This is an optimization exercise on Yosys and OpenROAD, whose aim is small area, a short achievable clock period and few clock cycles, not a production implementation. Only simulation tests tie the RTL to the original design; equivalence was not proved. Power figures rest on the tool's default switching activity, not on a simulated workload.

## lz77_compressor
module lz77_compressor (
    input  wire        clk,
    input  wire        rst,        
    input  wire        wr_en,
    input  wire [6:0]  wr_addr,
    input  wire [7:0]  wr_data,
    input  wire [7:0]  in_len,     
    input  wire [15:0] lz_w,       
    input  wire [7:0]  lz_min,     
    input  wire [7:0]  lz_max,     
    input  wire        start,
    output wire        idle,
    output wire        out_valid,
    input  wire        out_ready,
    output wire [7:0]  out_data,
    output reg         done,
    output reg         err,
    output reg  [2:0]  pad
);
==> flow/config.mk <==
export PLATFORM = sky130hd
export DESIGN_NAME = lz77_compressor
export DESIGN_NICKNAME = lz77_compressor
export VERILOG_FILES = /design/flow/design.v
export SDC_FILE = /design/flow/constraint.sdc
export NUM_CORES = 4
export LEC_CHECK = 0
export CAP_MARGIN = 30
export CORE_MARGIN = 2
export CORE_UTILIZATION = 55
export CTS_CLUSTER_DIAMETER = 80
export CTS_CLUSTER_SIZE = 20
export SLEW_MARGIN = 20
==> flow/constraint.sdc <==
create_clock -name core_clock -period 10.0 [get_ports {clk}]
set_input_delay 2.0000 -clock core_clock [delete_from_list [all_inputs] [get_ports {clk}]]
set_output_delay 2.0000 -clock core_clock [all_outputs]
set_load 0.01 [all_outputs]
standard.sh (not shown) runs the stock make flow with config.mk's settings and CLKGATE_MAP_FILE= SYNTH_SCRIPT=/design/flow/synth_recipe.tcl, a recipe that flattens the netlist after the stock synthesis.
==> flow/flow/run.sh <==
#!/bin/bash
# The standard layout, with timing repair aimed at a 3.3 ns period
# (setup margin 6.7 ns against the 10 ns clock). make's output goes to
# flow_make.log here; each tool's own log is under orfs/logs/.
set -euo pipefail
bash standard.sh SETUP_SLACK_MARGIN=6.7 finish > flow_make.log 2>&1
The baseline completed without violations.
Testbench counts at the start, summed over its fixed seeds: cycles 22,611.
Edit:
==> flow/run.sh (new file) <==
#!/bin/bash
# synth_recipe.tcl (not shown) runs the flow's synth.tcl, then flattens the netlist and writes it again
# the make line also repeats each setting of config.mk as NAME=value (left out here)
make -C /OpenROAD-flow-scripts/flow DESIGN_CONFIG=/design/flow/config.mk WORK_HOME=/design/flow/orfs CLKGATE_MAP_FILE= SYNTH_SCRIPT=/design/flow/synth_recipe.tcl finish
SETUP_SLACK_MARGIN = 5   (was default)
removed: flow/flow/run.sh
removed: flow/standard.sh
Outcome: Power went down by about 12%; cell count shrinks by 2.6%; clock-buffer cell count increases by 3; area after synthesis does not change; worst setup slack is worse by 1.3 ns; sequential cell count is unchanged.
Edit:
==> flow/flow/run.sh (new file) <==
#!/bin/bash
# The standard layout, with timing repair aimed at a 3.5 ns period
# (setup margin 6.5 ns against the 10 ns clock). make's output goes to
# flow_make.log here; each tool's own log is under orfs/logs/.
set -euo pipefail
bash standard.sh SETUP_SLACK_MARGIN=6.5 finish > flow_make.log 2>&1
==> flow/standard.sh (new file) <==
#!/bin/bash
# synth_recipe.tcl (not shown) runs the flow's synth.tcl, then flattens the netlist and writes it again
# the make line also repeats each setting of config.mk as NAME=value (left out here)
make -C /OpenROAD-flow-scripts/flow DESIGN_CONFIG=/design/flow/config.mk WORK_HOME=/design/flow/orfs CLKGATE_MAP_FILE= SYNTH_SCRIPT=/design/flow/synth_recipe.tcl "${@:-finish}"
SETUP_SLACK_MARGIN = default   (was 5)
removed: flow/run.sh
The new run produced a clean layout.
Flip-flop and latch count is unchanged.
Power came out higher by 7.1%.
Wire length rises by about 8%.
Synthesized cell count is unchanged.
Sequential power falls by about 2%.
First-iteration DRC count went up by 8.7%.
Die area is unchanged.
Edit:
CTS_CLUSTER_SIZE = 25   (was 20)
Outcome:
- power drops slightly
- synthesized cell count does not change
- wire length is lower slightly

* * *

## the previous run
lz77_compressor again, from the RTL that the note above started with.
==> flow/design.v (excerpt) <==
module lz77_compressor (
    input  wire        clk,
    input  wire        rst,        
    input  wire        wr_en,
    input  wire [6:0]  wr_addr,
    input  wire [7:0]  wr_data,
    input  wire [7:0]  in_len,     
    input  wire [15:0] lz_w,       
    input  wire [7:0]  lz_min,     
    input  wire [7:0]  lz_max,     
    input  wire        start,
    output wire        idle,
    output wire        out_valid,
    input  wire        out_ready,
    output wire [7:0]  out_data,
    output reg         done,
    output reg         err,
    output reg  [2:0]  pad
);
    localparam C = 40;             
    localparam S_IDLE  = 3'd0,
               S_SRCH  = 3'd1,
               S_BUB1  = 3'd3,
               S_BUB2  = 3'd4,
               S_FIN   = 3'd5,
               S_DRAIN = 3'd6;
    reg [2:0]  state;
    reg        idle_r;
    assign idle = idle_r;
    reg [7:0]  mem [0:127];
    reg        we_r;
    reg [6:0]  wa_r;
    reg [7:0]  wd_r;
    always @(posedge clk) begin
        we_r <= wr_en;
        wa_r <= wr_addr;
        wd_r <= wr_data;
        if (we_r)
            mem[wa_r] <= wd_r;
    end
    reg [7:0]  len_r;
    reg [15:0] w_r;
    reg [7:0]  min_r;
    reg [7:0]  max_r;
    reg [7:0]   p;         
    reg [7:0]   r;         
    reg [7:0]   k;         
    reg         k0, k1;    
  ...
clock: 10.0 ns
lec_check: 0
cap_margin: 30
core_margin: 2
core_utilization: 65
cts_cluster_diameter: 80
cts_cluster_size: 20
slew_margin: 20
==> flow/flow/run.sh <==
#!/bin/bash
# The standard layout, with timing repair aimed at a 3.5 ns period
# (setup margin 6.5 ns against the 10 ns clock). make's output goes to
# flow_make.log here; each tool's own log is under orfs/logs/.
set -euo pipefail
bash standard.sh SETUP_SLACK_MARGIN=6.5 finish > flow_make.log 2>&1
Testbench counts of the previous run, summed over its fixed seeds: cycles 22,611.
## Diff of input files: the current run against the previous run
Settings: swapping 65 for 60 in CORE_UTILIZATION.
Findings:
- The current run finished end to end and its layout was clean on timing, DRC and antenna.
- Of the previous run and the current run, the previous run shows the lower part of the power in the clock network, with the current run above it.
- Cell-internal power across the previous run and the current run: no real change.
- The capture point of the critical path comes out alive[114]$_DFFE_PP_ in one run and alive[46]$_DFFE_PP_ in the other, namely in the previous run and the current run respectively.
- In the current run, via count of the first global-routing pass is lower than in the previous run.
- What the previous run reported for number of tapcells has to be multiplied by 1.09 to get the figure for the current run.
- Area fraction of clock buffers and clock inverters is higher on the current run
- The current run: routed wire length is 1100 um higher than what the previous run reported.
- The previous run → the current run: total clock network power +about 4%; starting density of the core down 5.4 points.

==> what the ideal ports hide <==
The results above use ideal ports. As a check the final layouts listed here were re-extracted and re-timed, cells and wires unchanged. Step 1 (the two cells are an assumption about what drives the block):
set clk [get_ports {clk}]
set_driving_cell -lib_cell sky130_fd_sc_hd__clkbuf_16 $clk
set_driving_cell -lib_cell sky130_fd_sc_hd__buf_2 [delete_from_list [all_inputs] $clk]
Step 2, shift: input delay + t, output delay - t, t = (earliest + latest rising clock arrival at the registers) / 2. This alone moves slack from input paths to output paths. Slacks: no drivers / after step 1 / after step 2; pairs: no drivers / after step 1.
| run | shift t [ns] | setup slack, ns | worst setup path at the end | latest minus earliest clock arrival (ns) | worst data-port slew with drivers (ns) |
|---|---|---|---|---|---|
| the first run of note 1 | 0.855 | 6.355 / 6.355 / 5.844 | input to register | 0.059 / 0.059 | 0.07 |
| the second run of note 1 | 0.831 | 5.079 / 5.079 / 4.530 | input to register | 0.044 / 0.043 | 0.09 |
| the third run of note 1 | 0.842 | 6.425 / 6.425 / 5.772 | input to register | 0.072 / 0.072 | 0.06 |
| the fourth run of note 1 | 0.836 | 6.422 / 6.422 / 5.739 | input to register | 0.049 / 0.048 | 0.07 |
| the previous run | 0.833 | 6.141 / 6.141 / 5.696 | input to register | 0.034 / 0.034 | 0.05 |
| the current run | 0.824 | 6.281 / 6.281 / 5.788 | input to register | 0.060 / 0.060 | 0.05 |
After both steps setup and hold are still met in every run listed. The setup slack of the fourth run of note 1, which loses most, moves by 0.000 ns with the drivers and by -0.683 ns with both steps.
